Context: an optimization exercise on an open-source flow, tuned for small area, a short achievable clock period and few clock cycles. The choices shown serve that exercise and are no tape-out recipe. Power figures rest on the tool's default switching activity, not on a simulated workload.

==> module css_descramble, before the edit <==
module css_descramble (
    input  wire        clk,
    input  wire        rst,          
    input  wire        in_valid,
    output wire        in_ready,
    input  wire [31:0] in_data,
    input  wire [39:0] in_key,       
    input  wire [7:0]  in_cmi,
    output wire        out_valid,
    input  wire        out_ready,
    output wire [31:0] out_data
);
    reg  [31:0] obuf;
    reg         ov;
    reg  [8:0]  wcnt;           
    reg         gate;           
    reg  [31:0] o1w;            
    reg  [39:0] ssum;           
    reg         carry;
    reg  [7:0]  o0c;            
    reg  [2:0]  o0f;            
    function [7:0] rev8(input [7:0] b);
        integer k;
        begin
            for (k = 0; k < 8; k = k + 1) rev8[k] = b[7-k];
        end
    endfunction
    function [7:0] t2(input [7:0] i);
        t2 = i ^ (i >> 3) ^ (i >> 6);
    endfunction
    function [7:0] t3(input [2:0] i);
        t3 = (i[0] ? 8'h24 : 8'h00) ^ (i[1] ? 8'h49 : 8'h00) ^ (i[2] ? 8'h92 : 8'h00);
    endfunction
    function [31:0] lfsr1_word(input [31:0] w);
        reg [8:0] lo;
        reg [7:0] hi, o;
        integer k;
        begin
            hi = {w[8], w[23:17]};
            lo = {w[16], w[31:24]};
            for (k = 0; k < 4; k = k + 1) begin
                o  = t2(hi) ^ t3(lo[2:0]);
                hi = lo[8:1];
                lo = {lo[0], o};
                lfsr1_word[8*k +: 8] = o;
            end
        end
    endfunction
    function [10:0] o0_of(input [23:0] x);
        reg [24:0] l;
        reg [7:0]  k;
        begin
            l = {x[23:3], 1'b1, x[2:0]};
            k = l[24:17] ^ l[21:14] ^ l[20:13] ^ {l[12:8], 3'd0};
            o0_of = {k ^ {5'd0, k[7:5]}, k[2:0] ^ l[7:5]};
        end
    endfunction
    wire take = in_valid && in_ready;
    wire [7:0] b0 = in_data[7:0], b1 = in_data[15:8];
    wire [31:0] o1n = o1w;
    wire [7:0]  a0  = rev8({o0c[7:3], o0f});
    wire [7:0]  a1  = rev8(o0c);
    wire [8:0]  sn0 = {1'b0, a0} + {1'b0, ~rev8(o1n[7:0])};
    wire [8:0]  sn1 = {1'b0, a1} + {1'b0, ~rev8(o1n[15:8])};
    wire [8:0]  sn2 = {1'b0, a1} + {1'b0, ~rev8(o1n[23:16])};
    wire [8:0]  sn3 = {1'b0, a1} + {1'b0, ~rev8(o1n[31:24])};
    wire        pn0 = &sn0[7:0];
    wire        pn1 = &sn1[7:0];
    wire        pn2 = &sn2[7:0];
    wire        pn3 = &sn3[7:0];
    wire [3:0] bc;              
    wire [31:0] ks;
    assign bc[0] = carry;
    genvar j;
    generate
        for (j = 0; j < 4; j = j + 1) begin : g_ks
            wire [9:0] sj = ssum[10*j +: 10];
            if (j < 3)
                assign bc[j+1] = sj[8] | (sj[9] & bc[j]);
            assign ks[8*j +: 8] = sj[7:0] + {7'd0, bc[j]};
        end
    endgenerate
    wire carry_next = ssum[38] | (ssum[39] & bc[3]);
    wire [31:0] t1w;
    css_t1 u_t10 (.a(in_data[7:0]),   .t1(t1w[7:0]));
    css_t1 u_t11 (.a(in_data[15:8]),  .t1(t1w[15:8]));
    css_t1 u_t12 (.a(in_data[23:16]), .t1(t1w[23:16]));
    css_t1 u_t13 (.a(in_data[31:24]), .t1(t1w[31:24]));
    wire scr = gate && wcnt[8:5] != 4'd0;      
    always @(posedge clk) begin
        if (rst) begin
            ov   <= 1'b0;
            wcnt <= 9'd0;
        end else begin
            if (take) begin
                ov   <= 1'b1;
                wcnt <= wcnt + 9'd1;
            end else if (out_ready) begin
                ov   <= 1'b0;
            end
        end
        if (take) begin
            obuf <= scr ? (t1w ^ ks) : in_data;
            if (wcnt == 9'd5)
                gate <= b0[5:4] != 2'b00;
            if (wcnt == 9'd21) begin
                gate  <= gate && in_cmi[7] && in_key != 40'd0;
                o1w   <= {in_key[7:0] ^ b0, in_key[14:8] ^ b1[6:0], 1'b1, 7'd0, in_key[15] ^ b1[7], in_data[23:16]};
                o0c   <= in_data[31:24];
                carry <= 1'b0;
            end
            if (wcnt == 9'd22)
                {o0c, o0f} <= o0_of(in_key[39:16] ^ {b0, o0c, o1w[7:0]});
            if (wcnt >= 9'd30)
                o1w  <= lfsr1_word(o1w);
            if (wcnt >= 9'd31)
                ssum <= {pn3, sn3, pn2, sn2, pn1, sn1, pn0, sn0};
            if (wcnt == 9'd31)
                o0f <= o0c[2:0];
            if (wcnt[8:5] != 4'd0)
                carry <= carry_next;
        end
    end
    assign in_ready  = out_ready;
    assign out_valid = ov;
    assign out_data  = obuf;
endmodule
export LEC_CHECK = 0
export ABC_CLOCK_PERIOD_IN_PS = 2600
export CAP_MARGIN = 20
export CORE_MARGIN = 2
export CORE_UTILIZATION = 40
export PLACE_DENSITY = 0.6
export SETUP_SLACK_MARGIN = 3.4
export SLEW_MARGIN = 20
create_clock -name core_clock -period 6.0 [get_ports {clk}]
standard.sh (not shown) runs the stock make flow with config.mk's settings and CLKGATE_MAP_FILE= SYNTH_SCRIPT=/design/flow/synth_recipe.tcl, a recipe that flattens the netlist after the stock synthesis.
==> flow/flow/run.sh <==
#!/bin/bash
# Layout flow: the standard ORFS flow (standard.sh, unchanged synthesis), with two
# extra ORFS settings passed to make:
#  - the port buffers that buffer_ports inserts on every input and output are
#    sky130_fd_sc_hd__buf_1 instead of the cell it picks by default (clkdlybuf4s50_1);
#  - RECOVER_POWER: after global-route timing repair, cells on paths with slack to spare
#    are downsized.
# make's full output goes to flow_make.log here; each ORFS step keeps its own log under
# orfs/logs/.
set -euo pipefail
EXTRA=(
  "BUFFER_PORTS_ARGS=-buffer_cell sky130_fd_sc_hd__buf_1"
)
if [[ -f flow/extra.txt ]]; then
  while IFS= read -r line; do
    [[ -n "$line" ]] && EXTRA+=("$line")
  done < flow/extra.txt
fi
bash standard.sh "${EXTRA[@]}" finish > flow_make.log 2>&1
Next try:
--- a/flow/design.v
+++ b/flow/design.v
@@ -34,5 +34,6 @@
     reg         gate;           
     reg  [31:0] o1w;            
-    reg  [39:0] ssum;           
+    reg  [31:0] ssum;           
+    reg  [3:0]  cg, cp;         
     reg         carry;
     reg  [7:0]  o0c;            
@@ -49,4 +50,16 @@
     function [7:0] t3(input [2:0] i);
         t3 = (i[0] ? 8'h24 : 8'h00) ^ (i[1] ? 8'h49 : 8'h00) ^ (i[2] ? 8'h92 : 8'h00);
+    endfunction
+    function [8:0] add8(input [7:0] a, input [7:0] b);
+        integer k;
+        reg c;
+        begin
+            c = 1'b0;
+            for (k = 0; k < 8; k = k + 1) begin
+                add8[k] = a[k] ^ b[k] ^ c;
+                c = (a[k] & b[k]) | ((a[k] ^ b[k]) & c);
+            end
+            add8[8] = c;
+        end
     endfunction
     function [31:0] lfsr1_word(input [31:0] w);
@@ -79,25 +92,34 @@
     wire [7:0]  a0  = rev8({o0c[7:3], o0f});
     wire [7:0]  a1  = rev8(o0c);
-    wire [8:0]  sn0 = {1'b0, a0} + {1'b0, ~rev8(o1n[7:0])};
-    wire [8:0]  sn1 = {1'b0, a1} + {1'b0, ~rev8(o1n[15:8])};
-    wire [8:0]  sn2 = {1'b0, a1} + {1'b0, ~rev8(o1n[23:16])};
-    wire [8:0]  sn3 = {1'b0, a1} + {1'b0, ~rev8(o1n[31:24])};
+    wire [8:0]  sn0 = add8(a0, ~rev8(o1n[7:0]));
+    wire [8:0]  sn1 = add8(a1, ~rev8(o1n[15:8]));
+    wire [8:0]  sn2 = add8(a1, ~rev8(o1n[23:16]));
+    wire [8:0]  sn3 = add8(a1, ~rev8(o1n[31:24]));
     wire        pn0 = &sn0[7:0];
     wire        pn1 = &sn1[7:0];
     wire        pn2 = &sn2[7:0];
     wire        pn3 = &sn3[7:0];
+    wire [3:0]  cgn, cpn;
+    assign cgn[0] = sn0[8];
+    assign cpn[0] = pn0;
+    assign cgn[1] = sn1[8] | (pn1 & sn0[8]);
+    assign cpn[1] = pn1 & pn0;
+    assign cgn[2] = sn2[8] | (pn2 & sn1[8]) | (pn2 & pn1 & sn0[8]);
+    assign cpn[2] = pn2 & pn1 & pn0;
+    assign cgn[3] = sn3[8] | (pn3 & sn2[8]) | (pn3 & pn2 & sn1[8]) | (pn3 & pn2 & pn1 & sn0[8]);
+    assign cpn[3] = pn3 & pn2 & pn1 & pn0;
     wire [3:0] bc;              
     wire [31:0] ks;
-    assign bc[0] = carry;
+    assign bc = {cg[2:0] | (cp[2:0] & {3{carry}}), carry};
     genvar j;
     generate
         for (j = 0; j < 4; j = j + 1) begin : g_ks
-            wire [9:0] sj = ssum[10*j +: 10];
-            if (j < 3)
-                assign bc[j+1] = sj[8] | (sj[9] & bc[j]);
-            assign ks[8*j +: 8] = sj[7:0] + {7'd0, bc[j]};
+            wire [7:0] sj = ssum[8*j +: 8];
+            assign ks[8*j +: 8] = sj ^ ({sj[6:0] & {sj[5:0], 1'b1} & {sj[4:0], 2'b11} & {sj[3:0], 3'b111}
+                                         & {sj[2:0], 4'hF} & {sj[1:0], 5'h1F} & {sj[0], 6'h3F}, 1'b1}
+                                        & {8{bc[j]}});
         end
     endgenerate
-    wire carry_next = ssum[38] | (ssum[39] & bc[3]);
+    wire carry_next = cg[3] | (cp[3] & carry);
     wire [31:0] t1w;
     css_t1 u_t10 (.a(in_data[7:0]),   .t1(t1w[7:0]));
@@ -132,6 +154,9 @@
             if (wcnt >= 9'd30)
                 o1w  <= lfsr1_word(o1w);
-            if (wcnt >= 9'd31)
-                ssum <= {pn3, sn3, pn2, sn2, pn1, sn1, pn0, sn0};
+            if (wcnt >= 9'd31) begin
+                ssum <= {sn3[7:0], sn2[7:0], sn1[7:0], sn0[7:0]};
+                cg   <= cgn;
+                cp   <= cpn;
+            end
             if (wcnt == 9'd31)
                 o0f <= o0c[2:0];
The changed run finished clean.
Via count drops by roughly a tenth.
Cell count drops by roughly a tenth.
Total power drops by a few percent.
Worst hold slack improves by 0.0064 ns.
Worst setup slack degrades by 1.6 ns.
Final area drops by a few percent.
Flip-flop and latch count is unchanged.
Count of clock-buffer cells in the layout climbs by 3.
Utilization climbs by 0.26 points.
Wire length drops by a few percent.
Synthesized cell count drops by roughly a tenth.
Global-route usage climbs by 0.95 points.
Clock power drops by roughly a tenth.
No functional check of the RTL was part of any run of this note.

## port drivers added, routing unchanged
The results above use ideal ports. As a check the final layouts listed here were re-extracted and re-timed, cells and wires unchanged. Step 1 sets driving cells, clkbuf_16 on the clock port and buf_2 on the other inputs (assumed; they add their load-dependent delay and slew). Step 2 times the ports against the registers' clock, not the clock port: input delays grow and output delays shrink by t, the midpoint of the rising clock arrivals with the driver on. Three values: ideal, step 1, step 2; two values: the first two.
run | t, ns | setup slack, ns | hold slack, ns | clock arrival spread, ns | worst data-port slew with drivers (ns)
the first run | 0.468 | 3.289 / 3.289 / 2.991 | 0.471 / 0.471 / 0.471 | 0.007 / 0.008 | 0.07
the second run | 0.473 | 1.697 / 1.697 / 1.697 | 0.478 / 0.478 / 0.478 | 0.013 / 0.014 | 0.06
After both steps every run listed still meets setup and hold. For the first run, which loses most, drivers alone change the setup slack by 0.000 ns; drivers and shift together by -0.298 ns.
